Source: an optimization exercise on an open RTL-to-GDS flow (aim: a short achievable clock period and few clock cycles). Production flows keep margins and buffers that such runs may drop.
The RTL was checked by simulation tests, not by an equivalence proof against the original design.
Power figures rest on the tool's default switching activity, not on a simulated workload.

**design/flow/config.mk**
```make
export PLATFORM = sky130hd
export DESIGN_NAME = kt8_core
export DESIGN_NICKNAME = kt8_core
export VERILOG_FILES = /design/flow/design.v
export SDC_FILE = /design/flow/constraint.sdc
export NUM_CORES = 4
export LEC_CHECK = 0
export ABC_CLOCK_PERIOD_IN_PS = 3000
export CAP_MARGIN = 20
export CORE_MARGIN = 2
export CORE_UTILIZATION = 40
export SETUP_SLACK_MARGIN = 4.5
export SLEW_MARGIN = 20
export SYNTH_MEMORY_MAX_BITS = 16384
export TNS_END_PERCENT = 5
```
**design/flow/constraint.sdc**
```tcl
create_clock -name core_clock -period 8.0 [get_ports {clk}]
set_input_delay 1.6000 -clock core_clock [delete_from_list [all_inputs] [get_ports {clk}]]
set_output_delay 1.6000 -clock core_clock [all_outputs]
set_load 0.01 [all_outputs]
```
**design/flow/design.v**
```verilog
module kt8_core (
    input  wire        clk,
    input  wire        rst,           
    input  wire        start,         
    input  wire [15:0] start_addr,    
    input  wire        suspend,       
    output wire        mem_req,
    output wire        mem_we,
    output wire [15:0] mem_addr,
    output wire [7:0]  mem_wdata,
    input  wire [7:0]  mem_rdata,
    input  wire        mem_ready,
    output wire        busy,
    output wire        halted,
    output wire        faulted,
    output wire [2:0]  fault_code,
    output wire        retire,
    output wire [15:0] pc,
    output wire [7:0]  a,
    output wire [7:0]  w,
    output wire [7:0]  x,
    output wire [7:0]  y,
    output wire [7:0]  z,
    output wire [7:0]  sp,
    output wire [7:0]  flags
);
    localparam [15:0] PROG_LO  = 16'h4000;
    localparam [7:0]  HDR_MARK = 8'h7F;
    localparam [2:0] F_SEGMENT = 3'd1;
    localparam [2:0] F_HEADER  = 3'd2;
    localparam [2:0] F_ILLEGAL = 3'd3;
    localparam [2:0] F_STACK   = 3'd4;
    localparam [2:0] F_ADDRESS = 3'd5;
    localparam [1:0] C_SEQ = 2'd0, C_BR = 2'd1, C_JMP = 2'd2, C_STOP = 2'd3;
    reg        st_busy, st_halted, st_faulted;
    reg [2:0]  st_fault;
    reg        retire_r;
    reg [15:0] pc_r;
    reg [7:0]  ra, rw, rx, ry, rz, rsp, rfl;
    reg [16:0] end_r;
    reg [15:0] start_r;
    reg        in_hdr;
    reg [1:0]  hstep;
    reg [7:0]  hdr0, hdr1;
    assign busy       = st_busy;
    assign halted     = st_halted;
    assign faulted    = st_faulted;
    assign fault_code = st_fault;
    assign retire     = retire_r;
    assign pc         = pc_r;
    assign a          = ra;
    assign w          = rw;
    assign x          = rx;
    assign y          = ry;
    assign z          = rz;
    assign sp         = rsp;
    assign flags      = rfl;
    reg        p_req, p_we, p_own_e;
    reg [15:0] p_addr;
    reg [7:0]  p_wdata;
    assign mem_req   = p_req;
    assign mem_we    = p_we;
    assign mem_addr  = p_addr;
    assign mem_wdata = p_wdata;
    wire p_rd_now = p_req && !p_we && mem_ready;    
    reg [1:0]  wb_n;
    reg [15:0] wb_a0, wb_a1;
    reg [7:0]  wb_d0, wb_d1;
    wire wb_pop   = p_req && p_we && mem_ready;     
    wire wb_slot  = (wb_n != 2'd2) || wb_pop;       
    wire wb_clear = (wb_n == 2'd0) || (wb_n == 2'd1 && wb_pop);    
    function [1:0] need_of;
        input [7:0] o;
        begin
            need_of = 2'b00;
            if (o == 8'd1) need_of = 2'b11;
            else if (o >= 8'd2 && o <= 8'd16)
                need_of = (o == 8'd2 || o == 8'd5 || o == 8'd8 || o == 8'd11 || o == 8'd14) ? 2'b11 :
                          (o == 8'd3 || o == 8'd6 || o == 8'd9 || o == 8'd12 || o == 8'd15) ? 2'b01 : 2'b10;
            else if (o >= 8'd17 && o <= 8'd26) need_of = o[0] ? 2'b11 : 2'b01;
            else if (o >= 8'd27 && o <= 8'd29) need_of = 2'b11;
            else if (o >= 8'd31 && o <= 8'd36) need_of = 2'b10;
            else if (o >= 8'd44 && o <= 8'd61)
                need_of = (o == 8'd44 || o == 8'd47 || o == 8'd50 || o == 8'd53 || o == 8'd56 || o == 8'd59) ? 2'b11 :
                          (o == 8'd45 || o == 8'd48 || o == 8'd51 || o == 8'd54 || o == 8'd57 || o == 8'd60) ? 2'b01 : 2'b10;
            else if (o == 8'd62 || o == 8'd64) need_of = 2'b11;
            else if (o >= 8'd69 && o <= 8'd74)
                need_of = (o == 8'd69 || o == 8'd72) ? 2'b11 : (o == 8'd70 || o == 8'd73) ? 2'b01 : 2'b10;
            else if (o == 8'd75 || o == 8'd77) need_of = 2'b11;
            else if (o == 8'd76 || o == 8'd78) need_of = 2'b01;
        end
    endfunction
    function [1:0] cls_of;
        input [7:0] o;
        begin
            if (o >= 8'd31 && o <= 8'd36)      cls_of = C_BR;
            else if (o == 8'd27 || o == 8'd29) cls_of = C_JMP;
            else if (o == 8'd28 || o == 8'd30) cls_of = C_STOP;
            else                               cls_of = C_SEQ;
        end
    endfunction
    reg [63:0] c_val;
    reg [63:0] c_pred;
    reg [9:0]  c_tag [0:63];
    reg [7:0]  c_op  [0:63];
    reg [7:0]  c_b1  [0:63];
    reg [7:0]  c_b2  [0:63];
    reg [1:0]  c_cls [0:63];
    reg [63:0] c_ret;           
    reg [15:0] lo_r;         
    reg [16:0] hi2_r;        
    reg        f_on;         
    reg        f_fm;         
    reg        miss_r;       
    reg [15:0] pc_f, pc_prev;
    reg [1:0]  fk;           
    reg [15:0] faddr;        
    reg [7:0]  fop, fa1, fa2;
    wire [5:0]  fi = pc_f[5:0];
    wire [7:0] h_op    = c_op[fi];
    wire [7:0] h_b1    = c_b1[fi];
    wire [7:0] h_b2    = c_b2[fi];
    wire [1:0] h_cls   = c_cls[fi];
    wire       h_ret   = c_ret[fi];
    wire       h_pr    = c_pred[fi];
    wire       f_tagok = c_val[fi] && (c_tag[fi] == pc_f[15:6]);
    wire [15:0] pc_f3   = pc_f + 16'd3;
    wire [15:0] faddr1  = faddr + 16'd1;
    wire [15:0] faddr2  = faddr + 16'd2;
    wire [15:0] faddr3  = faddr + 16'd3;
    wire [15:0] pcp1    = pc_prev + 16'd1;
    wire [15:0] pcp2    = pc_prev + 16'd2;
    wire [15:0] pcp3    = pc_prev + 16'd3;
    reg [7:0]  iq_op [0:3];
    reg [7:0]  iq_b1 [0:3];
    reg [7:0]  iq_b2 [0:3];
    reg [15:0] iq_nx [0:3];
    reg [3:0]  iq_pr;
    reg [1:0]  iq_h, iq_t;
    reg [2:0]  iq_n;
    wire       iq_sp = (iq_n != 3'd4);
    wire f_look    = f_on && !f_fm && !miss_r;             
    wire f_lstep   = f_look && iq_sp;                      
    wire f_rd_ok   = p_rd_now && (wb_n == 2'd0);           
    wire f_restore = f_on && !f_fm && miss_r;
    wire f_cap_rs  = f_restore && f_rd_ok && (p_addr == pc_prev);
    wire f_fillm   = f_on && f_fm;                         
    wire f_cap     = f_fillm && (fk != 2'd3) && f_rd_ok && (p_addr == faddr);
    wire f_commit  = f_fillm && (fk == 2'd3);
    wire [1:0] need_rd = need_of(mem_rdata);
    wire       f_cap_next = f_rd_ok && (p_addr == pc_f3);
    wire [1:0] need_fo = need_of(fop);
    wire [1:0]  n_cls  = cls_of(fop);
    wire [15:0] n_brt  = pc_f + {{8{fa1[7]}}, fa1};
    wire [15:0] n_jt   = {fa1, fa2} + 16'd3;
    wire [15:0] n_tgt  = (n_cls == C_BR) ? n_brt : n_jt;
    wire [7:0]  n_b1   = (n_cls == C_BR || n_cls == C_JMP) ? n_tgt[15:8] : fa1;
    wire [7:0]  n_b2   = (n_cls == C_BR || n_cls == C_JMP) ? n_tgt[7:0]  : fa2;
    wire        n_pr   = (n_cls == C_BR) && fa1[7];    
    wire [7:0]  g_op   = f_fm ? fop   : h_op;
    wire [7:0]  g_b1   = f_fm ? n_b1  : h_b1;
    wire [7:0]  g_b2   = f_fm ? n_b2  : h_b2;
    wire [1:0]  g_cls  = f_fm ? n_cls : h_cls;
    wire        g_pr   = f_fm ? n_pr  : h_pr;
    wire        g_ret  = f_fm ? fop[1] : h_ret;
    reg  [15:0] jt_r, rt_r;
    wire        g_tk   = (g_cls == C_JMP) || (g_cls != C_SEQ && g_pr);
    wire [15:0] g_next = !g_tk ? pc_f3 :
                         (g_cls != C_STOP) ? {g_b1, g_b2} :
                         g_ret ? rt_r : jt_r;
    wire f_push = (f_lstep && f_tagok) || (f_commit && iq_sp);    
    wire f_wr   = f_lstep || (f_commit && iq_sp);                 
    reg        alt_v;
    reg [1:0]  alt_idx;
    reg [15:0] alt_pc;
    wire [5:0]  ai     = alt_pc[5:0];
    wire [7:0]  a_op   = c_op[ai];
    wire [7:0]  a_b1   = c_b1[ai];
    wire [7:0]  a_b2   = c_b2[ai];
    wire [1:0]  a_cls  = c_cls[ai];
    wire        a_hit  = c_val[ai] && (c_tag[ai] == alt_pc[15:6]);
    wire        a_pr   = c_pred[ai];
    wire        a_ret  = c_ret[ai];
    wire        a_tk   = (a_cls == C_JMP) || (a_cls != C_SEQ && a_pr);
    wire [15:0] a_next = !a_tk ? alt_pc + 16'd3 :
                         (a_cls != C_STOP) ? {a_b1, a_b2} :
                         a_ret ? rt_r : jt_r;
    reg [3:0]  iq_av, iq_apr, iq_astop;
    reg [7:0]  iq_aop [0:3];
    reg [7:0]  iq_ab1 [0:3];
    reg [7:0]  iq_ab2 [0:3];
    reg [15:0] iq_anx [0:3];
    reg [15:0] f_nx;
    always @(*) begin
        f_nx = faddr;
        if (f_restore) begin
            f_nx = pc_prev;
            if (f_cap_rs) f_nx = need_rd[1] ? pcp1 : need_rd[0] ? pcp2 : pcp3;
        end else if (!f_fm) begin
            f_nx = pc_f;
        end else if (f_commit) begin
            if (!iq_sp) f_nx = pc_f;
            else if (!g_tk && f_cap_next) f_nx = need_rd[1] ? pc_f3 + 16'd1 : need_rd[0] ? pc_f3 + 16'd2 : pc_f3 + 16'd3;
            else f_nx = g_next;
        end else if (f_cap) begin
            case (fk)
                2'd0:    f_nx = need_rd[1] ? faddr1 : need_rd[0] ? faddr2 : faddr3;
                2'd1:    f_nx = need_fo[0] ? faddr1 : faddr2;
                default: f_nx = faddr1;
            endcase
        end
    end
    wire        dv  = (iq_n != 3'd0);
    wire [7:0]  dop = iq_op[iq_h];
    wire [7:0]  db1 = iq_b1[iq_h];
    wire [7:0]  db2 = iq_b2[iq_h];
    wire        dpr = iq_pr[iq_h];
    wire [15:0] dnx = iq_nx[iq_h];       
    reg k_nop, k_mov, k_ld, k_st, k_jmp, k_jmpi, k_jfn, k_ret, k_br;
    reg k_clc, k_sec, k_clo, k_phs, k_pos, k_pha, k_poa, k_cmp;
    reg k_and, k_ora, k_xor, k_rol, k_ror, k_bsr, k_bsl, k_add, k_sub;
    reg k_inc, k_dec, k_inr, k_der, k_ill;
    reg d_mem, d_idx;
    reg [2:0] d_rsel;
    always @(*) begin
        k_nop = 0; k_mov = 0; k_ld = 0; k_st = 0; k_jmp = 0; k_jmpi = 0; k_jfn = 0;
        k_ret = 0; k_br = 0; k_clc = 0; k_sec = 0; k_clo = 0; k_phs = 0; k_pos = 0;
        k_pha = 0; k_poa = 0; k_cmp = 0; k_and = 0; k_ora = 0; k_xor = 0; k_rol = 0;
        k_ror = 0; k_bsr = 0; k_bsl = 0; k_add = 0; k_sub = 0; k_inc = 0; k_dec = 0;
        k_inr = 0; k_der = 0; k_ill = 0;
        d_mem = 0; d_idx = 0; d_rsel = 3'd1;
        case (dop)
            8'd0:  k_nop = 1;
            8'd1:  k_mov = 1;
            8'd2:  begin k_ld = 1; d_mem = 1; d_rsel = 3'd1; end
            8'd3:  begin k_ld = 1; d_mem = 1; d_idx = 1; d_rsel = 3'd1; end
            8'd4:  begin k_ld = 1; d_rsel = 3'd1; end
            8'd5:  begin k_ld = 1; d_mem = 1; d_rsel = 3'd2; end
            8'd6:  begin k_ld = 1; d_mem = 1; d_idx = 1; d_rsel = 3'd2; end
            8'd7:  begin k_ld = 1; d_rsel = 3'd2; end
            8'd8:  begin k_ld = 1; d_mem = 1; d_rsel = 3'd3; end
            8'd9:  begin k_ld = 1; d_mem = 1; d_idx = 1; d_rsel = 3'd3; end
            8'd10: begin k_ld = 1; d_rsel = 3'd3; end
            8'd11: begin k_ld = 1; d_mem = 1; d_rsel = 3'd4; end
            8'd12: begin k_ld = 1; d_mem = 1; d_idx = 1; d_rsel = 3'd4; end
            8'd13: begin k_ld = 1; d_rsel = 3'd4; end
            8'd14: begin k_ld = 1; d_mem = 1; d_rsel = 3'd5; end
            8'd15: begin k_ld = 1; d_mem = 1; d_idx = 1; d_rsel = 3'd5; end
            8'd16: begin k_ld = 1; d_rsel = 3'd5; end
            8'd17: begin k_st = 1; d_rsel = 3'd1; end
            8'd18: begin k_st = 1; d_idx = 1; d_rsel = 3'd1; end
            8'd19: begin k_st = 1; d_rsel = 3'd2; end
            8'd20: begin k_st = 1; d_idx = 1; d_rsel = 3'd2; end
            8'd21: begin k_st = 1; d_rsel = 3'd3; end
            8'd22: begin k_st = 1; d_idx = 1; d_rsel = 3'd3; end
            8'd23: begin k_st = 1; d_rsel = 3'd4; end
            8'd24: begin k_st = 1; d_idx = 1; d_rsel = 3'd4; end
            8'd25: begin k_st = 1; d_rsel = 3'd5; end
            8'd26: begin k_st = 1; d_idx = 1; d_rsel = 3'd5; end
            8'd27: k_jmp = 1;
            8'd28: k_jmpi = 1;
            8'd29: k_jfn = 1;
            8'd30: k_ret = 1;
            8'd31, 8'd32, 8'd33, 8'd34, 8'd35, 8'd36: k_br = 1;
            8'd37: k_clc = 1;
            8'd38: k_sec = 1;
            8'd39: k_clo = 1;
            8'd40: k_phs = 1;
            8'd41: k_pos = 1;
            8'd42: k_pha = 1;
            8'd43: k_poa = 1;
            8'd44: begin k_cmp = 1; d_mem = 1; d_rsel = 3'd1; end
            8'd45: begin k_cmp = 1; d_mem = 1; d_idx = 1; d_rsel = 3'd1; end
            8'd46: begin k_cmp = 1; d_rsel = 3'd1; end
            8'd47: begin k_cmp = 1; d_mem = 1; d_rsel = 3'd2; end
            8'd48: begin k_cmp = 1; d_mem = 1; d_idx = 1; d_rsel = 3'd2; end
            8'd49: begin k_cmp = 1; d_rsel = 3'd2; end
            8'd50: begin k_cmp = 1; d_mem = 1; d_rsel = 3'd3; end
            8'd51: begin k_cmp = 1; d_mem = 1; d_idx = 1; d_rsel = 3'd3; end
            8'd52: begin k_cmp = 1; d_rsel = 3'd3; end
            8'd53: begin k_and = 1; d_mem = 1; end
            8'd54: begin k_and = 1; d_mem = 1; d_idx = 1; end
            8'd55: k_and = 1;
            8'd56: begin k_ora = 1; d_mem = 1; end
            8'd57: begin k_ora = 1; d_mem = 1; d_idx = 1; end
            8'd58: k_ora = 1;
            8'd59: begin k_xor = 1; d_mem = 1; end
            8'd60: begin k_xor = 1; d_mem = 1; d_idx = 1; end
            8'd61: k_xor = 1;
            8'd62: begin k_rol = 1; d_mem = 1; end
            8'd63: k_rol = 1;
            8'd64: begin k_ror = 1; d_mem = 1; end
            8'd65: k_ror = 1;
            8'd66: k_bsr = 1;
            8'd67: k_bsl = 1;
            8'd69: begin k_add = 1; d_mem = 1; end
            8'd70: begin k_add = 1; d_mem = 1; d_idx = 1; end
            8'd71: k_add = 1;
            8'd72: begin k_sub = 1; d_mem = 1; end
            8'd73: begin k_sub = 1; d_mem = 1; d_idx = 1; end
            8'd74: k_sub = 1;
            8'd75: begin k_inc = 1; d_mem = 1; end
            8'd76: begin k_inc = 1; d_mem = 1; d_idx = 1; end
            8'd77: begin k_dec = 1; d_mem = 1; end
            8'd78: begin k_dec = 1; d_mem = 1; d_idx = 1; end
            8'd79: begin k_inr = 1; d_rsel = 3'd2; end
            8'd80: begin k_der = 1; d_rsel = 3'd2; end
            8'd81: begin k_inr = 1; d_rsel = 3'd3; end
            8'd82: begin k_der = 1; d_rsel = 3'd3; end
            default: k_ill = 1;
        endcase
    end
    wire d_movok = (db1 >= 8'd1) && (db1 <= 8'd5) && (db2 >= 8'd1) && (db2 <= 8'd5);
    wire d_ill   = k_ill || (k_mov && !d_movok);
    wire d_rmw   = k_rol && d_mem || k_ror && d_mem || k_inc || k_dec;
    wire d_pop   = k_pos || k_poa || k_ret;
    wire d_push  = k_phs || k_pha || k_jfn;
    wire d_st    = k_st;
    wire d_rd0   = (d_mem && !d_st) || d_pop || k_jmpi;
    wire [15:0] d_ea   = d_idx ? {8'h00, db2 + rw} : {db1, db2};
    wire [15:0] d_ea2  = {db1, db2} + 16'd1;
    wire [15:0] d_rad0 = d_pop ? {8'h01, rsp + 8'd1} : d_ea;
    wire        d_wrw  = (k_ld && d_rsel == 3'd2) || (k_inr && d_rsel == 3'd2) ||
                         (k_der && d_rsel == 3'd2) || (k_mov && db2[2:0] == 3'd2);
    wire        d_msp  = d_pop || d_push;
    reg        iv;
    reg [1:0]  estep;
    reg e_nop, e_mov, e_ld, e_st, e_jmp, e_jmpi, e_jfn, e_ret, e_br;
    reg e_clc, e_sec, e_clo, e_phs, e_pos, e_pha, e_poa, e_cmp;
    reg e_and, e_ora, e_xor, e_rol, e_ror, e_bsr, e_bsl, e_add, e_sub;
    reg e_inc, e_dec, e_inr, e_der, e_ill;
    reg e_mem, e_rmw, e_pop, e_wrw, e_msp;
    reg [2:0]  e_rsel, e_msrc, e_mdst, e_brc;
    reg [7:0]  e_a1;
    reg [15:0] e_ea, e_ea2, e_tgt, e_pnx3;    
    reg        e_av, e_apr, e_astop;          
    reg [7:0]  e_aop, e_ab1, e_ab2;
    reg [15:0] e_anx;
    reg        e_pred;
    reg [7:0]  tmp, tmp2;
    reg        smc_pend;      
    reg        code01;        
    reg        smc_r;         
    reg        smc_last;      
    wire       smc_kill = smc_r && smc_last;    
    wire fl_n = rfl[7];
    wire fl_z = rfl[1];
    wire fl_c = rfl[0];
    wire at_end  = {1'b0, pc_r} >= end_r;
    wire e_afl   = &pc_r[15:1];
    wire e_rd_blk = p_own_e && ((wb_n != 2'd0 && p_addr == wb_a0) || (wb_n == 2'd2 && p_addr == wb_a1));
    wire rd_e    = p_rd_now && p_own_e && !e_rd_blk;
    wire [7:0] e_rdata = mem_rdata;
    function [7:0] reg_rd;
        input [2:0] sel;
        begin
            case (sel)
                3'd1:    reg_rd = ra;
                3'd2:    reg_rd = rw;
                3'd3:    reg_rd = rx;
                3'd4:    reg_rd = ry;
                default: reg_rd = rz;
            endcase
        end
    endfunction
    reg br_taken;
    always @(*) begin
        case (e_brc)
            3'd0:    br_taken = !fl_c;
            3'd1:    br_taken =  fl_c;
            3'd2:    br_taken = !fl_z;
            3'd3:    br_taken =  fl_z;
            3'd4:    br_taken = !fl_n;
            default: br_taken =  fl_n;
        endcase
    end
    wire [7:0] opnd    = e_mem ? e_rdata : e_a1;
    wire [7:0] rot_in  = e_mem ? e_rdata : ra;
    wire [8:0] add_sum = {1'b0, ra} + {1'b0, opnd} + {8'd0, fl_c};
    wire       add_v   = (ra[7] == opnd[7]) && (add_sum[7] != ra[7]);
    wire [7:0] nopnd   = ~opnd;
    wire [8:0] sub_sum = {1'b0, ra} + {1'b0, nopnd} + {8'd0, fl_c};
    wire       sub_v   = (ra[7] == nopnd[7]) && (sub_sum[7] != ra[7]);
    wire [7:0] cmp_reg = reg_rd(e_rsel);
    wire       cmp_lt  = cmp_reg < opnd;
    wire       cmp_eq  = cmp_reg == opnd;
    wire [7:0] rol_r   = {rot_in[6:0], fl_c};
    wire [7:0] ror_r   = {fl_c, rot_in[7:1]};
    wire [7:0] inc_r   = e_rdata + 8'd1;
    wire [7:0] dec_r   = e_rdata - 8'd1;
    wire [7:0] ird_r   = reg_rd(e_rsel);
    wire [7:0] inr_v   = ird_r + 8'd1;
    wire [7:0] der_v   = ird_r - 8'd1;
    wire [7:0] mov_v   = reg_rd(e_msrc);
    wire [15:0] pc_r3  = pc_r + 16'd3;
    wire [7:0] sub_b   = ~opnd;
    wire       add_z   = ((ra ^ opnd)  == {ra[6:0] | opnd[6:0],  fl_c});
    wire       sub_z   = ((ra ^ sub_b) == {ra[6:0] | sub_b[6:0], fl_c});
    wire       e_rota  = (e_rol || e_ror) && !e_mem;
    wire n_sel = e_mov | e_ld | e_cmp | e_and | e_ora | e_xor | e_rol | e_ror | e_bsr | e_bsl |
                 e_add | e_sub | e_inc | e_dec | e_inr | e_der | e_poa | e_pos;
    wire n_val = (e_mov & mov_v[7]) | (e_ld & opnd[7]) | (e_cmp & cmp_lt) |
                 (e_and & ra[7] & opnd[7]) | (e_ora & (ra[7] | opnd[7])) | (e_xor & (ra[7] ^ opnd[7])) |
                 (e_rol & rot_in[6]) | (e_ror & fl_c) | (e_bsl & ra[6]) |
                 (e_add & add_sum[7]) | (e_sub & sub_sum[7]) | (e_inc & inc_r[7]) | (e_dec & dec_r[7]) |
                 (e_inr & inr_v[7]) | (e_der & der_v[7]) | ((e_poa | e_pos) & e_rdata[7]);
    wire z_sel = e_mov | e_ld | e_cmp | e_and | e_ora | e_xor | e_rota |
                 e_add | e_sub | e_inc | e_dec | e_inr | e_der | e_poa | e_pos;
    wire z_val = (e_mov & (mov_v == 8'h00)) | (e_ld & (opnd == 8'h00)) | (e_cmp & cmp_eq) |
                 (e_and & ((ra & opnd) == 8'h00)) | (e_ora & ((ra | opnd) == 8'h00)) | (e_xor & (ra == opnd)) |
                 (e_rota & e_rol & (rol_r == 8'h00)) | (e_rota & e_ror & (ror_r == 8'h00)) |
                 (e_add & add_z) | (e_sub & sub_z) | (e_inc & (e_rdata == 8'hFF)) | (e_dec & (e_rdata == 8'h01)) |
                 (e_inr & (ird_r == 8'hFF)) | (e_der & (ird_r == 8'h01)) | (e_poa & (e_rdata == 8'h00)) |
                 (e_pos & e_rdata[1]);
    wire cy_sel = e_clc | e_sec | e_cmp | e_rol | e_ror | e_bsr | e_bsl | e_add | e_sub | e_pos;
    wire cy_val = e_sec | (e_cmp & !cmp_lt) | (e_rol & rot_in[7]) | (e_ror & rot_in[0]) |
                 (e_bsr & ra[0]) | (e_bsl & ra[7]) | (e_add & add_sum[8]) | (e_sub & sub_sum[8]) |
                 (e_pos & e_rdata[0]);
    wire v_sel = e_clo | e_add | e_sub | e_pos;
    wire v_val = (e_add & add_v) | (e_sub & sub_v) | (e_pos & e_rdata[6]);
    wire [7:0] rfl_nx = !e_exec ? rfl :
                        {n_sel ? n_val : rfl[7], v_sel ? v_val : rfl[6],
                         e_pos ? {1'b1, e_rdata[4:2]} : rfl[5:2],
                         z_sel ? z_val : rfl[1], cy_sel ? cy_val : rfl[0]};
    wire e_s0    = iv && (estep == 2'd0);
    wire e_live  = iv && !smc_kill && ((estep != 2'd0) || (!at_end && !suspend));
    reg  e_nrd, e_nwr, e_flt;
    reg  [2:0] e_fcode;
    reg  e_last;             
    wire [15:0] e_raw  = e_ret ? {tmp2, tmp} : {tmp, tmp2};
    always @(*) begin
        e_nrd = 1'b0; e_nwr = 1'b0; e_flt = 1'b0; e_fcode = F_ILLEGAL; e_last = 1'b1;
        if (estep == 2'd0 && e_afl) begin
            e_flt = 1'b1; e_fcode = F_ADDRESS;
        end else if (estep == 2'd0 && e_ill) begin
            e_flt = 1'b1; e_fcode = F_ILLEGAL;
        end else if (e_phs || e_pha || e_jfn) begin
            if (rsp == 8'h00) begin e_flt = 1'b1; e_fcode = F_STACK; end
            e_nwr = 1'b1;
            e_last = !(e_jfn && estep == 2'd0);
        end else if (e_pos || e_poa || e_ret) begin
            if (estep != 2'd2) begin
                if (rsp == 8'hFF) begin e_flt = 1'b1; e_fcode = F_STACK; end
                e_nrd = 1'b1; e_nwr = 1'b1;
            end
            e_last = !e_ret || estep == 2'd2;
        end else if (e_jmpi) begin
            if (estep == 2'd1 && e_ea == 16'hFFFF) begin e_flt = 1'b1; e_fcode = F_ADDRESS; end
            e_nrd = (estep != 2'd2);
            e_last = (estep == 2'd2);
        end else if (e_rmw) begin
            e_nrd = 1'b1; e_nwr = 1'b1;
        end else if (e_st) begin
            e_nwr = 1'b1;
        end else if (e_mem) begin
            e_nrd = 1'b1;
        end
    end
    wire e_exec  = e_live && !e_flt && (!e_nrd || rd_e) && (!e_nwr || wb_slot);
    wire e_fault = e_live && e_flt && wb_clear;
    wire e_halt  = (!iv || estep == 2'd0) && at_end && wb_clear && st_busy && !in_hdr;
    wire e_done  = e_exec && e_last;        
    wire e_adv   = e_exec && !e_last;       
    wire e_qw    = e_exec && e_nwr;
    wire e_end   = e_fault || e_halt;
    reg [15:0] e_waddr;
    reg [7:0]  e_wdata;
    always @(*) begin
        e_waddr = e_ea;
        e_wdata = reg_rd(e_rsel);
        if (e_phs)      begin e_waddr = {8'h01, rsp}; e_wdata = rfl; end
        else if (e_pha) begin e_waddr = {8'h01, rsp}; e_wdata = ra; end
        else if (e_jfn) begin e_waddr = {8'h01, rsp}; e_wdata = (estep == 2'd0) ? pc_r[15:8] : pc_r[7:0]; end
        else if (e_pop) begin e_waddr = {8'h01, rsp + 8'd1}; e_wdata = 8'h00; end
        else if (e_rol) e_wdata = rol_r;
        else if (e_ror) e_wdata = ror_r;
        else if (e_inc) e_wdata = inc_r;
        else if (e_dec) e_wdata = dec_r;
    end
    wire f_act   = f_on && (f_fm || miss_r);
    wire lo_code = code01 || (f_on && f_fm && pc_f[15:9] == 7'd0) || (f_on && miss_r && pc_prev[15:9] == 7'd0);
    wire [15:0] smc_d   = e_ea - pc_f;
    wire [15:0] smc_p   = e_ea - pc_prev;
    wire smc_ea  = ({1'b0, e_ea} <= hi2_r && e_ea >= lo_r) ||
                   (f_on && f_fm && smc_d < 16'd6) || (f_on && miss_r && smc_p < 16'd6);
    wire e_stkw  = e_phs || e_pha || e_jfn || e_pop;
    wire e_smc   = e_qw && (e_stkw ? lo_code : smc_ea);
    reg [15:0] e_npc;
    reg        e_redir;
    always @(*) begin
        e_npc   = pc_r3;
        e_redir = 1'b0;
        if (e_br) begin
            e_npc   = br_taken ? e_tgt : pc_r3;
            e_redir = (br_taken != e_pred);
        end else if (e_jmp || e_jfn) begin
            e_npc = e_tgt;
        end else if (e_ret || e_jmpi) begin
            e_npc   = e_raw + 16'd3;
            e_redir = !e_pred || (e_raw != e_pnx3);
        end
        if (smc_pend || (smc_r && !smc_last)) e_redir = 1'b1;
    end
    wire e_redirect = e_done && e_redir;
    wire e_altgo    = e_redirect && e_br && e_av;      
    wire hazard = iv && ((d_idx && e_wrw) || (d_pop && e_msp));
    wire d_adv  = dv && !hazard && (!iv || e_done) && !e_redirect && !smc_r && st_busy && !in_hdr && !e_end;
    wire [15:0] f_rtgt = e_altgo ? e_anx : e_redirect ? e_npc : pc_r;
    reg        en_rd;
    reg [15:0] en_addr;
    always @(*) begin
        en_rd = 1'b0;
        en_addr = e_ea;
        if (d_adv) begin
            en_rd = d_rd0;
            en_addr = d_rad0;
        end else if (iv && !e_done && !e_end) begin
            if (e_adv) begin
                en_rd = (e_ret && estep == 2'd0) || (e_jmpi && estep == 2'd0);
                en_addr = e_ret ? {8'h01, rsp + 8'd2} : e_ea2;
            end else begin
                en_rd = e_nrd && !e_flt && (estep != 2'd0 || !at_end);
                en_addr = e_pop ? {8'h01, rsp + 8'd1} : ((e_jmpi && estep == 2'd1) ? e_ea2 : e_ea);
            end
        end
    end
    wire [15:0] f_req = f_nx;
    wire [1:0]  wb_n_nx = wb_n - {1'b0, wb_pop} + {1'b0, e_qw};
    wire [15:0] wh_a = wb_pop ? ((wb_n == 2'd2) ? wb_a1 : e_waddr) : ((wb_n == 2'd0) ? e_waddr : wb_a0);
    wire [7:0]  wh_d = wb_pop ? ((wb_n == 2'd2) ? wb_d1 : e_wdata) : ((wb_n == 2'd0) ? e_wdata : wb_d0);
    wire        drain = (wb_n_nx != 2'd0) && (e_rd_blk || !en_rd || wb_n_nx == 2'd2);
    always @(posedge clk) begin
        if (rst) begin
            wb_n <= 2'd0;
        end else begin
            wb_n <= wb_n_nx;
            if (wb_pop) begin
                if (wb_n == 2'd2) begin
                    wb_a0 <= wb_a1; wb_d0 <= wb_d1;
                    if (e_qw) begin wb_a1 <= e_waddr; wb_d1 <= e_wdata; end
                end else if (e_qw) begin
                    wb_a0 <= e_waddr; wb_d0 <= e_wdata;
                end
            end else if (e_qw) begin
                if (wb_n == 2'd0) begin wb_a0 <= e_waddr; wb_d0 <= e_wdata; end
                else begin wb_a1 <= e_waddr; wb_d1 <= e_wdata; end
            end
        end
    end
    wire start_cmd = start && !st_busy;
    wire hcap = in_hdr && p_rd_now;
    wire [16:0] hdr_end = {1'b0, start_r} + 17'd3 + {1'b0, hdr1, mem_rdata};
    wire [15:0] start3 = start_r + 16'd3;
    wire flush = start_cmd || smc_r;
    always @(posedge clk) begin
        if (rst || start_cmd) begin
            smc_r <= 1'b0; smc_last <= 1'b0; smc_pend <= 1'b0;
            code01 <= 1'b0;
        end else begin
            code01 <= smc_r ? 1'b0 : lo_code;
            smc_r    <= e_smc && !e_end;
            smc_last <= e_last;
            if (e_done || e_end) smc_pend <= 1'b0;
            else if (smc_r && !smc_last) smc_pend <= 1'b1;
        end
    end
    integer i;
    always @(posedge clk) begin
        if (f_commit && !rst) begin
            c_tag[fi] <= pc_f[15:6];
            c_op[fi]  <= fop;
            c_b1[fi]  <= n_b1;
            c_b2[fi]  <= n_b2;
            c_cls[fi] <= n_cls;
            c_ret[fi] <= fop[1];
        end
    end
    always @(posedge clk) begin
        if (rst || flush) begin
            c_val <= 64'd0;
            lo_r  <= 16'hFFFF;
            hi2_r <= 17'd0;
        end else if (f_commit) begin
            c_val[fi] <= 1'b1;
            if (pc_f < lo_r) lo_r <= pc_f;
            if ({1'b0, pc_f} + 17'd2 > hi2_r) hi2_r <= {1'b0, pc_f} + 17'd2;
        end
    end
    always @(posedge clk) begin
        if (f_commit) c_pred[fi] <= n_pr;
        else if (e_done && e_br) c_pred[pc_r[5:0]] <= br_taken;
        else if (e_done && (e_ret || e_jmpi)) c_pred[pc_r[5:0]] <= 1'b1;
    end
    always @(posedge clk) begin
        if (rst) begin
            jt_r <= 16'h0000; rt_r <= 16'h0000;
        end else if (e_done && e_ret) begin
            rt_r <= e_npc;
        end else if (e_done && e_jmpi) begin
            jt_r <= e_npc;
        end
    end
    always @(posedge clk) begin
        if (rst) begin
            p_req <= 1'b0; p_we <= 1'b0; p_own_e <= 1'b0;
            p_addr <= 16'h0000; p_wdata <= 8'h00;
        end else if (start_cmd) begin
            p_req <= (start_addr >= PROG_LO); p_we <= 1'b0; p_own_e <= 1'b0;
            p_addr <= start_addr;
        end else if (!st_busy || e_end) begin
            p_req <= 1'b0; p_we <= 1'b0; p_own_e <= 1'b0;
        end else if (in_hdr) begin
            p_req <= 1'b1; p_we <= 1'b0; p_own_e <= 1'b0;
            if (hcap && hstep == 2'd2) p_addr <= start3;
            else if (hcap) p_addr <= p_addr + 16'd1;
        end else if (drain) begin
            p_req <= 1'b1; p_we <= 1'b1; p_own_e <= 1'b0;
            p_addr <= wh_a; p_wdata <= wh_d;
        end else if (en_rd) begin
            p_req <= 1'b1; p_we <= 1'b0; p_own_e <= 1'b1;
            p_addr <= en_addr;
        end else begin
            p_req <= 1'b1; p_we <= 1'b0; p_own_e <= 1'b0;
            p_addr <= f_req;
        end
    end
    always @(posedge clk) begin
        if (rst) begin
            st_busy <= 1'b0; st_halted <= 1'b0; st_faulted <= 1'b0; st_fault <= 3'd0;
            retire_r <= 1'b0;
            pc_r <= 16'h0000;
            ra <= 8'h00; rw <= 8'h00; rx <= 8'h00; ry <= 8'h00; rz <= 8'h00;
            rsp <= 8'hFF; rfl <= 8'h24;
            end_r <= 17'd0; start_r <= 16'h0000;
            in_hdr <= 1'b0; hstep <= 2'd0; hdr0 <= 8'h00; hdr1 <= 8'h00;
            iv <= 1'b0; estep <= 2'd0;
            tmp <= 8'h00; tmp2 <= 8'h00;
        end else begin
            retire_r <= 1'b0;
            if (start_cmd) begin
                st_busy <= 1'b1; st_halted <= 1'b0; st_faulted <= 1'b0; st_fault <= 3'd0;
                start_r <= start_addr;
                end_r <= 17'd0;
                pc_r <= 16'h0000;
                ra <= 8'h00; rw <= 8'h00; rx <= 8'h00; ry <= 8'h00; rz <= 8'h00;
                rsp <= 8'hFF; rfl <= 8'h24;
                iv <= 1'b0; estep <= 2'd0;
                hstep <= 2'd0;
                if (start_addr < PROG_LO) begin
                    st_busy <= 1'b0; st_faulted <= 1'b1; st_fault <= F_SEGMENT;
                    in_hdr <= 1'b0;
                end else begin
                    in_hdr <= 1'b1;
                end
            end else if (in_hdr) begin
                if (hstep == 2'd1 && start_r == 16'hFFFF) begin
                    st_busy <= 1'b0; st_faulted <= 1'b1; st_fault <= F_ADDRESS; in_hdr <= 1'b0;
                end else if (hstep == 2'd2 && start_r >= 16'hFFFE) begin
                    st_busy <= 1'b0; st_faulted <= 1'b1; st_fault <= F_ADDRESS; in_hdr <= 1'b0;
                end else if (hcap) begin
                    case (hstep)
                        2'd0: begin hdr0 <= mem_rdata; hstep <= 2'd1; end
                        2'd1: begin hdr1 <= mem_rdata; hstep <= 2'd2; end
                        default: begin
                            in_hdr <= 1'b0;
                            if (hdr0 != HDR_MARK) begin
                                st_busy <= 1'b0; st_faulted <= 1'b1; st_fault <= F_HEADER;
                            end else begin
                                end_r <= hdr_end;
                                pc_r  <= start3;
                            end
                        end
                    endcase
                end
            end else if (st_busy) begin
                if (e_halt) begin
                    st_busy <= 1'b0; st_halted <= 1'b1;
                    iv <= 1'b0; estep <= 2'd0;
                end else if (e_fault) begin
                    st_busy <= 1'b0; st_faulted <= 1'b1; st_fault <= e_fcode;
                    iv <= 1'b0; estep <= 2'd0;
                end else begin
                    rfl <= rfl_nx;
                    if (e_exec) begin
                        if (e_mov) begin
                            case (e_mdst)
                                3'd1: ra <= mov_v;
                                3'd2: rw <= mov_v;
                                3'd3: rx <= mov_v;
                                3'd4: ry <= mov_v;
                                default: rz <= mov_v;
                            endcase
                        end
                        if (e_ld) begin
                            case (e_rsel)
                                3'd1: ra <= opnd;
                                3'd2: rw <= opnd;
                                3'd3: rx <= opnd;
                                3'd4: ry <= opnd;
                                default: rz <= opnd;
                            endcase
                        end
                        if (e_and) ra <= ra & opnd;
                        if (e_ora) ra <= ra | opnd;
                        if (e_xor) ra <= ra ^ opnd;
                        if (e_rol && !e_mem) ra <= rol_r;
                        if (e_ror && !e_mem) ra <= ror_r;
                        if (e_bsr) ra <= {1'b0, ra[7:1]};
                        if (e_bsl) ra <= {ra[6:0], 1'b0};
                        if (e_add) ra <= add_sum[7:0];
                        if (e_sub) ra <= sub_sum[7:0];
                        if (e_inr) begin
                            if (e_rsel == 3'd2) rw <= inr_v; else rx <= inr_v;
                        end
                        if (e_der) begin
                            if (e_rsel == 3'd2) rw <= der_v; else rx <= der_v;
                        end
                        if (e_phs || e_pha || e_jfn) rsp <= rsp - 8'd1;
                        if (e_pop && estep != 2'd2) rsp <= rsp + 8'd1;
                        if (e_poa) ra <= e_rdata;
                        if (e_ret || e_jmpi) begin
                            if (estep == 2'd0) tmp  <= e_rdata;
                            if (estep == 2'd1) tmp2 <= e_rdata;
                        end
                        if (e_last) begin
                            retire_r <= 1'b1;
                            pc_r     <= e_npc;
                            estep    <= 2'd0;
                        end else begin
                            estep    <= estep + 2'd1;
                        end
                    end
                    if (d_adv) begin
                        iv <= 1'b1;
                    end else if (e_done || smc_kill) begin
                        iv <= 1'b0;
                    end
                end
            end
        end
    end
    always @(posedge clk) begin
        if (d_adv) begin
            e_nop <= k_nop; e_mov <= k_mov; e_ld <= k_ld; e_st <= k_st; e_jmp <= k_jmp;
            e_jmpi <= k_jmpi; e_jfn <= k_jfn; e_ret <= k_ret; e_br <= k_br;
            e_clc <= k_clc; e_sec <= k_sec; e_clo <= k_clo; e_phs <= k_phs; e_pos <= k_pos;
            e_pha <= k_pha; e_poa <= k_poa; e_cmp <= k_cmp; e_and <= k_and; e_ora <= k_ora;
            e_xor <= k_xor; e_rol <= k_rol; e_ror <= k_ror; e_bsr <= k_bsr; e_bsl <= k_bsl;
            e_add <= k_add; e_sub <= k_sub; e_inc <= k_inc; e_dec <= k_dec; e_inr <= k_inr;
            e_der <= k_der; e_ill <= d_ill;
            e_mem <= d_mem; e_rmw <= d_rmw; e_pop <= d_pop; e_wrw <= d_wrw; e_msp <= d_msp;
            e_rsel <= d_rsel; e_msrc <= db1[2:0]; e_mdst <= db2[2:0];
            e_brc <= dop[2:0] - 3'd7;     
            e_a1 <= db1;
            e_ea <= d_ea; e_ea2 <= d_ea2; e_tgt <= {db1, db2};
            e_pred <= dpr;
            e_pnx3 <= dnx - 16'd3;
            if (alt_v && alt_idx == iq_h) begin
                e_av <= a_hit; e_apr <= a_pr; e_astop <= (a_cls == C_STOP) && !a_pr;
                e_aop <= a_op; e_ab1 <= a_b1; e_ab2 <= a_b2; e_anx <= a_next;
            end else begin
                e_av <= iq_av[iq_h]; e_apr <= iq_apr[iq_h]; e_astop <= iq_astop[iq_h];
                e_aop <= iq_aop[iq_h]; e_ab1 <= iq_ab1[iq_h]; e_ab2 <= iq_ab2[iq_h];
                e_anx <= iq_anx[iq_h];
            end
        end
    end
    always @(posedge clk) begin
        if (e_altgo) begin
            iq_op[0] <= e_aop; iq_b1[0] <= e_ab1; iq_b2[0] <= e_ab2;
            iq_nx[0] <= e_anx; iq_pr[0] <= e_apr;
        end else if (f_wr) begin
            iq_op[iq_t] <= g_op; iq_b1[iq_t] <= g_b1; iq_b2[iq_t] <= g_b2;
            iq_nx[iq_t] <= g_next; iq_pr[iq_t] <= g_pr;
        end
        if (alt_v) begin
            iq_aop[alt_idx] <= a_op; iq_ab1[alt_idx] <= a_b1; iq_ab2[alt_idx] <= a_b2;
            iq_anx[alt_idx] <= a_next; iq_apr[alt_idx] <= a_pr;
            iq_astop[alt_idx] <= (a_cls == C_STOP) && !a_pr;
        end
    end
    wire iq_flush = rst || start_cmd || !st_busy || in_hdr || e_end || e_redirect || smc_r;
    always @(posedge clk) begin
        if (iq_flush) begin
            iq_av <= 4'd0;
            alt_v <= 1'b0;
        end else begin
            alt_v   <= f_push && (g_cls == C_BR);
            alt_idx <= iq_t;
            alt_pc  <= g_tk ? pc_f3 : {g_b1, g_b2};
            if (alt_v) iq_av[alt_idx] <= a_hit;
            if (f_wr) iq_av[iq_t] <= 1'b0;
        end
    end
    always @(posedge clk) begin
        if (e_altgo && !rst && !e_end) begin
            iq_n <= 3'd1; iq_h <= 2'd0; iq_t <= 2'd1;
        end else if (iq_flush) begin
            iq_n <= 3'd0; iq_h <= 2'd0; iq_t <= 2'd0;
        end else begin
            iq_n <= f_push ? (d_adv ? iq_n : iq_n + 3'd1) : (d_adv ? iq_n - 3'd1 : iq_n);
            if (f_push) iq_t <= iq_t + 2'd1;
            if (d_adv)  iq_h <= iq_h + 2'd1;
        end
    end
    always @(posedge clk) begin
        if (rst || start_cmd || !st_busy || in_hdr || e_end) begin
            f_on <= 1'b0; f_fm <= 1'b0; miss_r <= 1'b0;
            fk <= 2'd0;
            if (in_hdr && hcap && hstep == 2'd2 && !rst && st_busy) begin
                f_on  <= (hdr0 == HDR_MARK) && (start_r < 16'hFFFE);
                f_fm  <= 1'b1;
                pc_f  <= start3;
                pc_prev <= start3;
                faddr <= start3;
            end
        end else if (e_redirect || smc_kill) begin
            f_on <= !(e_altgo && e_astop); f_fm <= 1'b0; miss_r <= 1'b0;
            fk <= 2'd0;
            pc_f <= f_rtgt;
            pc_prev <= f_rtgt;
        end else if (smc_r) begin
            f_fm <= 1'b0; miss_r <= 1'b0;
            fk <= 2'd0;
        end else if (f_restore) begin
            f_fm <= 1'b1; miss_r <= 1'b0;
            pc_f <= pc_prev;
            faddr <= f_nx;
            if (f_cap_rs) begin
                fop <= mem_rdata;
                fk <= need_rd[1] ? 2'd1 : need_rd[0] ? 2'd2 : 2'd3;
            end else begin
                fk <= 2'd0;
            end
        end else if (f_look) begin
            if (iq_sp) begin
                pc_prev <= pc_f;
                pc_f <= g_next;
                miss_r <= !f_tagok;
                if (f_tagok && g_cls == C_STOP && !g_pr) f_on <= 1'b0;
            end
        end else if (f_on && f_fm) begin
            faddr <= f_nx;
            if (f_tagok && fk == 2'd0) begin
                f_fm <= 1'b0;
                fk <= 2'd0;
            end else if (f_commit) begin
                if (!iq_sp) begin
                    f_fm <= 1'b0;
                    fk <= 2'd0;
                end else begin
                    pc_f <= g_next;
                    if (g_cls == C_STOP && !g_pr) f_on <= 1'b0;
                    if (!g_tk && f_cap_next) begin
                        fop <= mem_rdata;
                        fk <= need_rd[1] ? 2'd1 : need_rd[0] ? 2'd2 : 2'd3;
                    end else begin
                        fk <= 2'd0;
                    end
                end
            end else if (f_cap) begin
                case (fk)
                    2'd0: begin
                        fop <= mem_rdata;
                        fk <= need_rd[1] ? 2'd1 : need_rd[0] ? 2'd2 : 2'd3;
                    end
                    2'd1: begin
                        fa1 <= mem_rdata;
                        fk <= need_fo[0] ? 2'd2 : 2'd3;
                    end
                    default: begin
                        fa2 <= mem_rdata;
                        fk <= 2'd3;
                    end
                endcase
            end
        end
    end
endmodule
```
**design/flow/run.sh**
```bash
#!/bin/bash
# synth_recipe.tcl (not shown) runs the flow's synth.tcl, then flattens the netlist and writes it again
# the make line also repeats each setting of config.mk as NAME=value (left out here)
make -C /OpenROAD-flow-scripts/flow DESIGN_CONFIG=/design/flow/config.mk WORK_HOME=/design/flow/orfs CLKGATE_MAP_FILE= SYNTH_SCRIPT=/design/flow/synth_recipe.tcl finish
```
==> results of run 1 <==
==> cell type report <==
type	count	area (um^2)
fill	37758	229100
sequential	3393	98550
multi-input combinational	7908	80500
timing repair buffer	1435	16440
clock buffer	457	9560
tap	5928	7417
clock inverter	214	2261
inverter	277	1147
antenna	21	52.55
timing repair inverter	2	32.53
==> sequential cells by signal (all words and copies together) (netlist names), 17 cells and up, named ones only <==
name	flops
c_tag	640
c_b1	512
c_b2	512
c_op	512
c_cls	128
c_pred	64
c_ret	64
c_val	64
iq_anx	64
iq_nx	64
iq_ab1	32
iq_ab2	32
iq_aop	32
iq_b1	32
iq_b2	32
iq_op	32
end_r	17
hi2_r	17
==> power by group <==
group / leakage, nW / internal, mW / switching [mW]
logic: 35.7 / 2.27 / 2.99
clock network: 5.68 / 9.54 / 7.59
registers: 29.9 / 19.2 / 0.110
==> tightest hold or removal path, stage by stage, from the launching register on <==
cell and delay, ns:
dfxtp_1 0.31, nand2_1 0.05, a21oi_1 0.05
==> through the flow <==
step                      hold slack, ns  utilization (%)
after floorplan                   0.4381                -
after global placement            0.4392            42.45
after detailed placement          0.4446            42.48
after CTS                         0.4507            47.36
after global routing              0.4661            48.51
final                             0.4500            48.52
==> how the worst max path moves through the flow <==
stage                      start        end  slack (ns)
detailed placement  mem_rdata[1]   faddr[5]        1.01
CTS                    alt_pc[2]  e_anx[12]        3.47
floorplan           mem_rdata[0]  faddr[13]        2.79
global placement    mem_rdata[1]   faddr[5]        0.89
finish              mem_rdata[0]  faddr[13]        3.37
global route        mem_rdata[0]  faddr[13]        3.32
==> cells in the final DEF, fill, tap and decap left out, types with 244 or more instances in the layout <==
cell type  instances
nor2_1           753
edfxtp_1        3053
clkbuf_16        399
buf_4            861
mux4_2          1493
mux2i_1          392
o21ai_0          370
a21oi_1          492
dfxtp_1          319
nand2_1          839
ha_1             244
==> layer usage <==
metal | up-vias | GRT usage [%] | share of wire [%]
met2 | 9681 | 47.51 | 44
met5 | - | 0 | 0.014
met3 | 2287 | 7.093 | 12
met1 | 67471 | 40.96 | 36
li1 | 52063 | - | -
met4 | 16 | 19.45 | 7.9
==> what timing repair did <==
item | CTS | global route
pin swaps | 166 | 129
setup endpoints to repair | 4848 | 3763
buffers inserted | 455 | 235
cloned | 74 | 46
endpoints found under the hold margin | 0 | 0
gates resized for setup | 887 | 518
==> synth_stat cells, drive strengths merged (46+ instances only) <==
cell type	instances
nand4	98
a221oi	106
nor3	184
buf	336
a21oi	568
nor4	67
edfxtp	3053
o21ai	491
xnor2	248
mux2	137
a31oi	115
clkbuf	565
ha	277
mux4	1509
mux2i	414
o211ai	92
xor2	144
a22oi	145
dfxtp	340
inv	270
nor2b	79
nand2	921
nor2	891
nand3	253
and3	65
a211oi	134
nand2b	83
o31ai	46
o22ai	105
==> logic make-up (layout without fill, tap and decap cells) <==
logic type / Yosys count / count (layout) / synth area share [%]
AO/OA/AOI/OAI: 2263 / 2271 / 8.316
flip-flops: 3393 / 3393 / 55.14
multiplexers: 2060 / 2062 / 22.28
AND/OR/NAND/NOR: 2889 / 2895 / 7.461
other: 1 / 22 / 0.002099
XOR/XNOR: 392 / 392 / 1.922
adder cells (fa/ha/maj): 287 / 287 / 2.052
buffers and inverters: 1178 / 2385 / 2.828
==> results.sh, run 1 <==
export IMPL_avgRoutedWirePerCell_um=37.57
export IMPL_rows=245
export IMPL_dr_total_vias=131518
export IMPL_period_needed_ns=4.635
export IMPL_finalClockSkew_ns=0.08935
export IMPL_outcome="no timing/DRC/antenna violations"
export IMPL_start_kind="primary input"
export IMPL_clkSinkCount=3393
export IMPL_drt_iter0_markers=20916
export IMPL_critPathKind="in -> reg"
export IMPL_synth_main_ff_cell="edfxtp_1"
export IMPL_synthArstFlopShare_pct=0
export IMPL_reg2reg_slack_ns=3.37
export IMPL_ys_types=114
export IMPL_clk_insertion_delay_late_ns=1.04
export IMPL_worst_r2r_endpoint="p_addr[4]"
export IMPL_placed_area_um2=189100
export IMPL_required_ns=8.70
export IMPL_worst_slack_ns=3.365
export IMPL_core_um2=445100
export IMPL_detail_route_antenna_nets=0
export IMPL_layout_nets=13698
export IMPL_path_depth=16
export IMPL_die_area_um2=451900
export IMPL_synth_cells=12463
export IMPL_grt_pass1_wl_um=997600
export IMPL_cts_hold_repair_buffers=0
export IMPL_path_buf_inv=3
export IMPL_stdcell_area_um2=216000
export IMPL_critPathCaptureType="flip-flop"
export IMPL_slowest_delay_ns=0.45
export IMPL_reg2reg_from="e_pos"
export IMPL_seq_area_frac_synth_pct=55.14
export IMPL_fin_setup_tns_ns=0
export IMPL_syn_area_um2=178600
export IMPL_htree_levels=5
export IMPL_wl_um=737800
export IMPL_instances_no_fill=19635
export IMPL_power_mw=41.69
export IMPL_first_global_vias=124023
export IMPL_cts_tree="built"
export IMPL_path_max_fanout=6
export IMPL_viasPerCell=6.698
export IMPL_path_delay_family="compound AO/OA/AOI/OAI gates"
export IMPL_drc=0
export IMPL_synth_top_area_share_pct=51.33
export IMPL_post_place_ws_ns=1.013
export IMPL_leakagePower_nw=71.30
export IMPL_post_place_cells=18133
export IMPL_synth_edf_count=3053
export IMPL_clkSlewWorstSetupHoldPaths_ns=0.06
export IMPL_synth_warnings=1
export IMPL_hold_end="st_fault[2]"
export IMPL_crit_arrival_ns=5.33
export IMPL_synth_area_leaders="edfxtp_1 51%, mux4_2 19%, dfxtp_1 3.8%, mux2i_1 2.3%, ha_1 1.9%"
export IMPL_min_from="st_fault[2]"
export IMPL_power_density_nw_per_um2=193.1
export IMPL_period_share_pct=57.94
export IMPL_syn2layout_area_growth_pct=20.91
export IMPL_grt_total_usage_pct=31.32
export IMPL_setup_viol=0
export IMPL_r2r_cells=18
export IMPL_die_w_um=672.2
export IMPL_rsz0062_at_grt="yes"
export IMPL_path_cells="buf_8 -> buf_12 -> ha_4 -> or3b_4 -> a2111oi_4 -> o21ai_1 -> a221o_2 -> buf_6 -> a211oi_4 -> o2111ai_4 -> and2_4 -> or3_4 -> xor2_1 -> a222oi_1 -> o221a_2 -> mux2i_1"
export IMPL_hold_path_class="reg -> reg"
export IMPL_dpl_hpwl_um=455200
export IMPL_tightest_slew_ns=1.243
export IMPL_ios=134
export IMPL_port_buffer_count=132
export IMPL_cts_root_buf="clkbuf_16"
export IMPL_cts_buffer_depth=4
export IMPL_hold_viol_final=0
export IMPL_slew_violations=0
export IMPL_synth_top_area_cell="edfxtp_1"
export IMPL_start_util_pct=40.13
export IMPL_numCtsBuffers=365
export IMPL_gp_congestion=0.9819
export IMPL_grt_overflow=0
export IMPL_grt_max_degree=102
export IMPL_worstHoldPathCells=2
export IMPL_ys_ff_latch=3393
export IMPL_antenna_found_initial=24
export IMPL_crit_slowest_cell="a221o_2"
export IMPL_syn_num_nets=12779
export IMPL_avgSynthCellArea_um2=14.33
export IMPL_peakVddDrop_mv=0.1866
export IMPL_dr_pass1_iters=8
export IMPL_max_freq_mhz=215.8
export IMPL_die_h_um=672.2
export IMPL_maxCapViolations=0
export IMPL_drive_gt1_share_pct=31.57
export IMPL_slew_headroom_pct=17.14
Testbench counts, summed over its fixed seeds: cycles 92,228.
==> run 2, diff against run 1 <==
--- a/design/flow/design.v
+++ b/design/flow/design.v
@@ -38,4 +38,6 @@
     reg [15:0] pc_r;
     reg [7:0]  ra, rw, rx, ry, rz, rsp, rfl;
+    reg [7:0]  sp_p1, sp_p2;       
+    reg        at_end_r;           
     reg [16:0] end_r;
     reg [15:0] start_r;
@@ -91,4 +93,14 @@
         end
     endfunction
+    function op_idx;       
+        input [7:0] o;
+        begin
+            case (o)
+                8'd3, 8'd6, 8'd9, 8'd12, 8'd15, 8'd18, 8'd20, 8'd22, 8'd24, 8'd26,
+                8'd45, 8'd48, 8'd51, 8'd54, 8'd57, 8'd60, 8'd70, 8'd73, 8'd76, 8'd78: op_idx = 1'b1;
+                default: op_idx = 1'b0;
+            endcase
+        end
+    endfunction
     function [1:0] cls_of;
         input [7:0] o;
@@ -137,4 +149,5 @@
     reg [15:0] iq_nx [0:3];
     reg [3:0]  iq_pr;
+    reg [3:0]  iq_qidx, iq_qpop;    
     reg [1:0]  iq_h, iq_t;
     reg [2:0]  iq_n;
@@ -158,4 +171,6 @@
     wire [7:0]  n_b2   = (n_cls == C_BR || n_cls == C_JMP) ? n_tgt[7:0]  : fa2;
     wire        n_pr   = (n_cls == C_BR) && fa1[7];    
+    wire        n_tk   = (n_cls == C_JMP) || (n_cls == C_BR && n_pr);
+    wire [15:0] n_next = n_tk ? {n_b1, n_b2} : pc_f3;
     wire [7:0]  g_op   = f_fm ? fop   : h_op;
     wire [7:0]  g_b1   = f_fm ? n_b1  : h_b1;
@@ -201,6 +216,6 @@
         end else if (f_commit) begin
             if (!iq_sp) f_nx = pc_f;
-            else if (!g_tk && f_cap_next) f_nx = need_rd[1] ? pc_f3 + 16'd1 : need_rd[0] ? pc_f3 + 16'd2 : pc_f3 + 16'd3;
-            else f_nx = g_next;
+            else if (!n_tk && f_cap_next) f_nx = need_rd[1] ? pc_f3 + 16'd1 : need_rd[0] ? pc_f3 + 16'd2 : pc_f3 + 16'd3;
+            else f_nx = n_next;
         end else if (f_cap) begin
             case (fk)
@@ -320,5 +335,5 @@
     wire [15:0] d_ea   = d_idx ? {8'h00, db2 + rw} : {db1, db2};
     wire [15:0] d_ea2  = {db1, db2} + 16'd1;
-    wire [15:0] d_rad0 = d_pop ? {8'h01, rsp + 8'd1} : d_ea;
+    wire [15:0] d_rad0 = d_pop ? {8'h01, sp_p1} : d_ea;
     wire        d_wrw  = (k_ld && d_rsel == 3'd2) || (k_inr && d_rsel == 3'd2) ||
                          (k_der && d_rsel == 3'd2) || (k_mov && db2[2:0] == 3'd2);
@@ -347,5 +362,5 @@
     wire fl_z = rfl[1];
     wire fl_c = rfl[0];
-    wire at_end  = {1'b0, pc_r} >= end_r;
+    wire at_end  = at_end_r;
     wire e_afl   = &pc_r[15:1];
     wire e_rd_blk = p_own_e && ((wb_n != 2'd0 && p_addr == wb_a0) || (wb_n == 2'd2 && p_addr == wb_a1));
@@ -472,5 +487,5 @@
         else if (e_pha) begin e_waddr = {8'h01, rsp}; e_wdata = ra; end
         else if (e_jfn) begin e_waddr = {8'h01, rsp}; e_wdata = (estep == 2'd0) ? pc_r[15:8] : pc_r[7:0]; end
-        else if (e_pop) begin e_waddr = {8'h01, rsp + 8'd1}; e_wdata = 8'h00; end
+        else if (e_pop) begin e_waddr = {8'h01, sp_p1}; e_wdata = 8'h00; end
         else if (e_rol) e_wdata = rol_r;
         else if (e_ror) e_wdata = ror_r;
@@ -504,5 +519,5 @@
     wire e_redirect = e_done && e_redir;
     wire e_altgo    = e_redirect && e_br && e_av;      
-    wire hazard = iv && ((d_idx && e_wrw) || (d_pop && e_msp));
+    wire hazard = iv && ((iq_qidx[iq_h] && e_wrw) || (iq_qpop[iq_h] && e_msp));
     wire d_adv  = dv && !hazard && (!iv || e_done) && !e_redirect && !smc_r && st_busy && !in_hdr && !e_end;
     wire [15:0] f_rtgt = e_altgo ? e_anx : e_redirect ? e_npc : pc_r;
@@ -518,8 +533,8 @@
             if (e_adv) begin
                 en_rd = (e_ret && estep == 2'd0) || (e_jmpi && estep == 2'd0);
-                en_addr = e_ret ? {8'h01, rsp + 8'd2} : e_ea2;
+                en_addr = e_ret ? {8'h01, sp_p2} : e_ea2;
             end else begin
                 en_rd = e_nrd && !e_flt && (estep != 2'd0 || !at_end);
-                en_addr = e_pop ? {8'h01, rsp + 8'd1} : ((e_jmpi && estep == 2'd1) ? e_ea2 : e_ea);
+                en_addr = e_pop ? {8'h01, sp_p1} : ((e_jmpi && estep == 2'd1) ? e_ea2 : e_ea);
             end
         end
@@ -631,5 +646,5 @@
             pc_r <= 16'h0000;
             ra <= 8'h00; rw <= 8'h00; rx <= 8'h00; ry <= 8'h00; rz <= 8'h00;
-            rsp <= 8'hFF; rfl <= 8'h24;
+            rsp <= 8'hFF; rfl <= 8'h24; sp_p1 <= 8'h00; sp_p2 <= 8'h01; at_end_r <= 1'b1;
             end_r <= 17'd0; start_r <= 16'h0000;
             in_hdr <= 1'b0; hstep <= 2'd0; hdr0 <= 8'h00; hdr1 <= 8'h00;
@@ -644,5 +659,5 @@
                 pc_r <= 16'h0000;
                 ra <= 8'h00; rw <= 8'h00; rx <= 8'h00; ry <= 8'h00; rz <= 8'h00;
-                rsp <= 8'hFF; rfl <= 8'h24;
+                rsp <= 8'hFF; rfl <= 8'h24; sp_p1 <= 8'h00; sp_p2 <= 8'h01; at_end_r <= 1'b1;
                 iv <= 1'b0; estep <= 2'd0;
                 hstep <= 2'd0;
@@ -669,4 +684,5 @@
                                 end_r <= hdr_end;
                                 pc_r  <= start3;
+                                at_end_r <= ({1'b0, start3} >= hdr_end);
                             end
                         end
@@ -716,6 +732,10 @@
                             if (e_rsel == 3'd2) rw <= der_v; else rx <= der_v;
                         end
-                        if (e_phs || e_pha || e_jfn) rsp <= rsp - 8'd1;
-                        if (e_pop && estep != 2'd2) rsp <= rsp + 8'd1;
+                        if (e_phs || e_pha || e_jfn) begin
+                            rsp <= rsp - 8'd1; sp_p1 <= rsp; sp_p2 <= sp_p1;
+                        end
+                        if (e_pop && estep != 2'd2) begin
+                            rsp <= sp_p1; sp_p1 <= sp_p2; sp_p2 <= sp_p2 + 8'd1;
+                        end
                         if (e_poa) ra <= e_rdata;
                         if (e_ret || e_jmpi) begin
@@ -726,4 +746,5 @@
                             retire_r <= 1'b1;
                             pc_r     <= e_npc;
+                            at_end_r <= ({1'b0, e_npc} >= end_r);
                             estep    <= 2'd0;
                         end else begin
@@ -770,7 +791,9 @@
             iq_op[0] <= e_aop; iq_b1[0] <= e_ab1; iq_b2[0] <= e_ab2;
             iq_nx[0] <= e_anx; iq_pr[0] <= e_apr;
+            iq_qidx[0] <= op_idx(e_aop); iq_qpop[0] <= (e_aop == 8'd30 || e_aop == 8'd41 || e_aop == 8'd43);
         end else if (f_wr) begin
             iq_op[iq_t] <= g_op; iq_b1[iq_t] <= g_b1; iq_b2[iq_t] <= g_b2;
             iq_nx[iq_t] <= g_next; iq_pr[iq_t] <= g_pr;
+            iq_qidx[iq_t] <= op_idx(g_op); iq_qpop[iq_t] <= (g_op == 8'd30 || g_op == 8'd41 || g_op == 8'd43);
         end
         if (alt_v) begin
@@ -850,7 +873,7 @@
                     fk <= 2'd0;
                 end else begin
-                    pc_f <= g_next;
-                    if (g_cls == C_STOP && !g_pr) f_on <= 1'b0;
-                    if (!g_tk && f_cap_next) begin
+                    pc_f <= n_next;
+                    if (n_cls == C_STOP) f_on <= 1'b0;
+                    if (!n_tk && f_cap_next) begin
                         fop <= mem_rdata;
                         fk <= need_rd[1] ? 2'd1 : need_rd[0] ? 2'd2 : 2'd3;
==> run 2 against run 1 <==
  * First-iteration DRC count shrank 7.0%
  * Hold slack gained 0.0077 ns
  * Sequential share of layout area grew 0.62 points
  * Final area shrank 0.76%
  * Largest cell class unchanged
  * Routed wire length shrank 2.0%
  * Clock skew grew 0.061 ns
==> results.sh, run 2 <==
export IMPL_synthArstFlopShare_pct=0
export IMPL_avgSynthCellArea_um2=14.59
export IMPL_crit_slowest_cell="mux4_2"
export IMPL_ios=134
export IMPL_seqPwrFrac_pct=45.9
export IMPL_fill_cells=38349
export IMPL_grt_max_degree=87
export IMPL_fin_setup_tns_ns=0
export IMPL_cts_hold_repair_buffers=0
export IMPL_cts_root_buf="clkbuf_16"
export IMPL_die_area_um2=456000
export IMPL_register_area_um2=99130
export IMPL_utilization_pct=47.76
export IMPL_period_needed_ns=4.553
export IMPL_r2r_cells=19
export IMPL_period_share_pct=56.91
export IMPL_worstHoldPathCells=2
export IMPL_final_common_cell="edfxtp_1"
export IMPL_seq_area_frac_synth_pct=54.96
export IMPL_synth_warnings=1
export IMPL_start_kind="flip-flop"
export IMPL_dr_total_vias=129343
export IMPL_max_freq_mhz=219.7
export IMPL_synth_cells=12356
export IMPL_slew_headroom_pct=15.01
export IMPL_clk_insertion_delay_late_ns=1.08
export IMPL_clkSinkCount=3418
export IMPL_leakagePower_nw=70.11
export IMPL_grt_pass1_wl_um=991800
export IMPL_largest_register="c_tag"
export IMPL_synth_top_area_share_pct=51.00
export IMPL_avgRoutedWirePerCell_um=37.46
export IMPL_rsz0062_at_grt="yes"
export IMPL_port_buffer_count=132
export IMPL_cts_tree="built"
export IMPL_start_util_pct=40.16
export IMPL_ys_types=118
export IMPL_first_global_vias=123264
export IMPL_synth_top_area_cell="edfxtp_1"
export IMPL_p_int_mw=31.71
export IMPL_power_density_nw_per_um2=197.7
export IMPL_outcome="no timing/DRC/antenna violations"
export IMPL_grt_overflow=0
export IMPL_numCtsBuffers=374
export IMPL_most_common_layout_cells="3,061 x edfxtp_1, 1,642 x mux4_2, 796 x nor2_1"
export IMPL_clkSlewWorstSetupHoldPaths_ns=0.06
export IMPL_layout_nets=13350
export IMPL_largest_reg_flops=640
export IMPL_peakVddDrop_mv=0.1936
export IMPL_required_ns=8.85
export IMPL_synth_area_leaders="edfxtp_1 51%, mux4_2 21%, dfxtp_1 4.0%, ha_1 2.0%, nor2_1 1.9%"
export IMPL_antenna_found_initial=39
export IMPL_worst_r2r_endpoint="iq_n[2]"
export IMPL_synth_edf_count=3061
export IMPL_p_clk_share_pct=41.6
export IMPL_htree_levels=5
export IMPL_yosys_top_cells_count="3,061 x edfxtp_1, 1,642 x mux4_2, 921 x nor2_1"
export IMPL_synth_main_ff_cell="edfxtp_1"
export IMPL_dr_pass1_iters=9
export IMPL_finalClockSkew_ns=0.1508
export IMPL_drt_iter0_markers=19443
export IMPL_path_buf_inv=7
export IMPL_wl_um=722900
export IMPL_drive_gt1_share_pct=30.72
export IMPL_setup_viol=0
export IMPL_die_w_um=675.3
export IMPL_ys_ff_latch=3418
export IMPL_cts_buffer_depth=4
export IMPL_path_max_fanout=5
export IMPL_path_cells="buf_12 -> buf_16 -> buf_12 -> buf_16 -> buf_4 -> mux4_2 -> mux4_2 -> mux2i_1 -> o21ai_1 -> xnor2_2 -> nand4_2 -> buf_12 -> a21oi_4 -> inv_2 -> fa_2 -> nand2b_4 -> mux2i_1 -> xnor2_1 -> nor2_1"
export IMPL_min_from="hi2_r[2]"
[run 2: cell count changes after synthesis, moves of 34 or more]
cell | before | now
mux4_2 | 1479 | 1642
nand3_1 | 253 | 200
nand2_1 | 919 | 837
a21oi_1 | 566 | 532
mux2i_1 | 413 | 327
a22oi_1 | 144 | 47
or3_1 | 39 | 100
[run 2: cell type report]
| type | count | area share, % |
|---|---|---|
| diodes | 19 | 0.02218 |
| flip-flops and latches | 3418 | 46.25 |
| repair buffers | 1169 | 6.338 |
| well taps | 5952 | 3.475 |
| inverters | 306 | 0.5756 |
| clock inverters | 201 | 0.9837 |
| multi-input cells | 7750 | 37.60 |
| clock buffers | 481 | 4.755 |
[run 2: power groups by stage]
| stage | sequential, mW | clock (mW) | combinational (mW) |
|---|---|---|---|
| after floorplan | 19.8 | 0 | 2.79 |
| after global placement | 19.9 | 0 | 4.30 |
| after detailed placement | 19.9 | 0 | 4.30 |
| after CTS | 19.4 | 17.7 | 5.12 |
| after global routing | 19.4 | 18.4 | 5.46 |
| final | 19.4 | 17.6 | 5.31 |
[run 2: per-stage QoR]
stage | instances | area, um^2 | hold WS, ns | power, mW | worst slack, ns
6_report | 19296 | 214300 | 0.4578 | 42.38 | 3.448
5_1_grt | 19281 | 214300 | 0.4673 | 43.28 | 3.401
4_1_cts | 19121 | 211500 | 0.4569 | 42.28 | 3.573
3_5_place_dp | 18016 | 190200 | 0.4466 | 24.17 | 1.205
3_3_place_gp | 18012 | 190100 | 0.4425 | 24.17 | 1.186
2_1_floorplan | 12356 | 180700 | 0.4347 | 22.56 | 3.076
[run 2: cells by family (layout without fill, tap and decap cells)]
| group | count (synthesis) | in the layout | synth area share [%] |
|---|---|---|---|
| other | 1 | 20 | 0.002080 |
| AO/OA/AOI/OAI | 2172 | 2172 | 7.832 |
| AND/OR/NAND/NOR | 2777 | 2781 | 7.151 |
| XOR/XNOR | 386 | 386 | 1.899 |
| buffers and inverters | 1194 | 2157 | 2.829 |
| multiplexers | 2104 | 2106 | 23.18 |
| adder cells (fa/ha/maj) | 304 | 304 | 2.149 |
| flip-flops | 3418 | 3418 | 54.96 |
[run 2: worst max path at each step]
| stage | slack, ns | depth (start not counted) | start | to |
|---|---|---|---|---|
| global route | 3.40 | 18 | flip-flop | iq_n[2] |
| global placement | 1.19 | 13 | mem_rdata[0] | p_addr[8] |
| CTS | 3.57 | 15 | flip-flop | iq_qidx[0] |
| finish | 3.45 | 19 | flip-flop | iq_n[2] |
| floorplan | 3.08 | 21 | mem_rdata[1] | at_end_r |
| detailed placement | 1.21 | 13 | mem_rdata[0] | p_addr[8] |
[run 2: tightest hold or removal path, delay by kind of cell (launching register included)]
family	cells	cell delay, ns
AND/OR/NAND/NOR	1	0.05
flip-flops	1	0.31
multiplexers	1	0.05
[run 2: metal layers]
layer  wire, um  global-route usage [%]  part of all wire (%)
met1     260400                   40.17                    36
met2     324000                   47.61                    45
met3      84720                   6.968                    12
met4      53610                   18.39                   7.4
met5        105                       0                 0.015
[run 2: what timing repair did]
| item | CTS | global route |
|---|---|---|
| gates resized for setup | 840 | 287 |
| endpoints found under the hold margin | 0 | 0 |
| cloned | 71 | 9 |
| pin swaps | 161 | 134 |
| buffers inserted | 352 | 147 |
| endpoints found under the setup margin | 4095 | 3648 |
Testbench counts of run 2, summed over its fixed seeds: cycles 92,228.

Re-timed with assumed drivers on the ports (clkbuf_16 on the clock, buf_2 on other inputs), run 2 has 3.447 ns of setup slack against 3.447 ns with ideal ports, and 2.460 ns once port delays also move by the mid clock arrival of 1.114 ns.
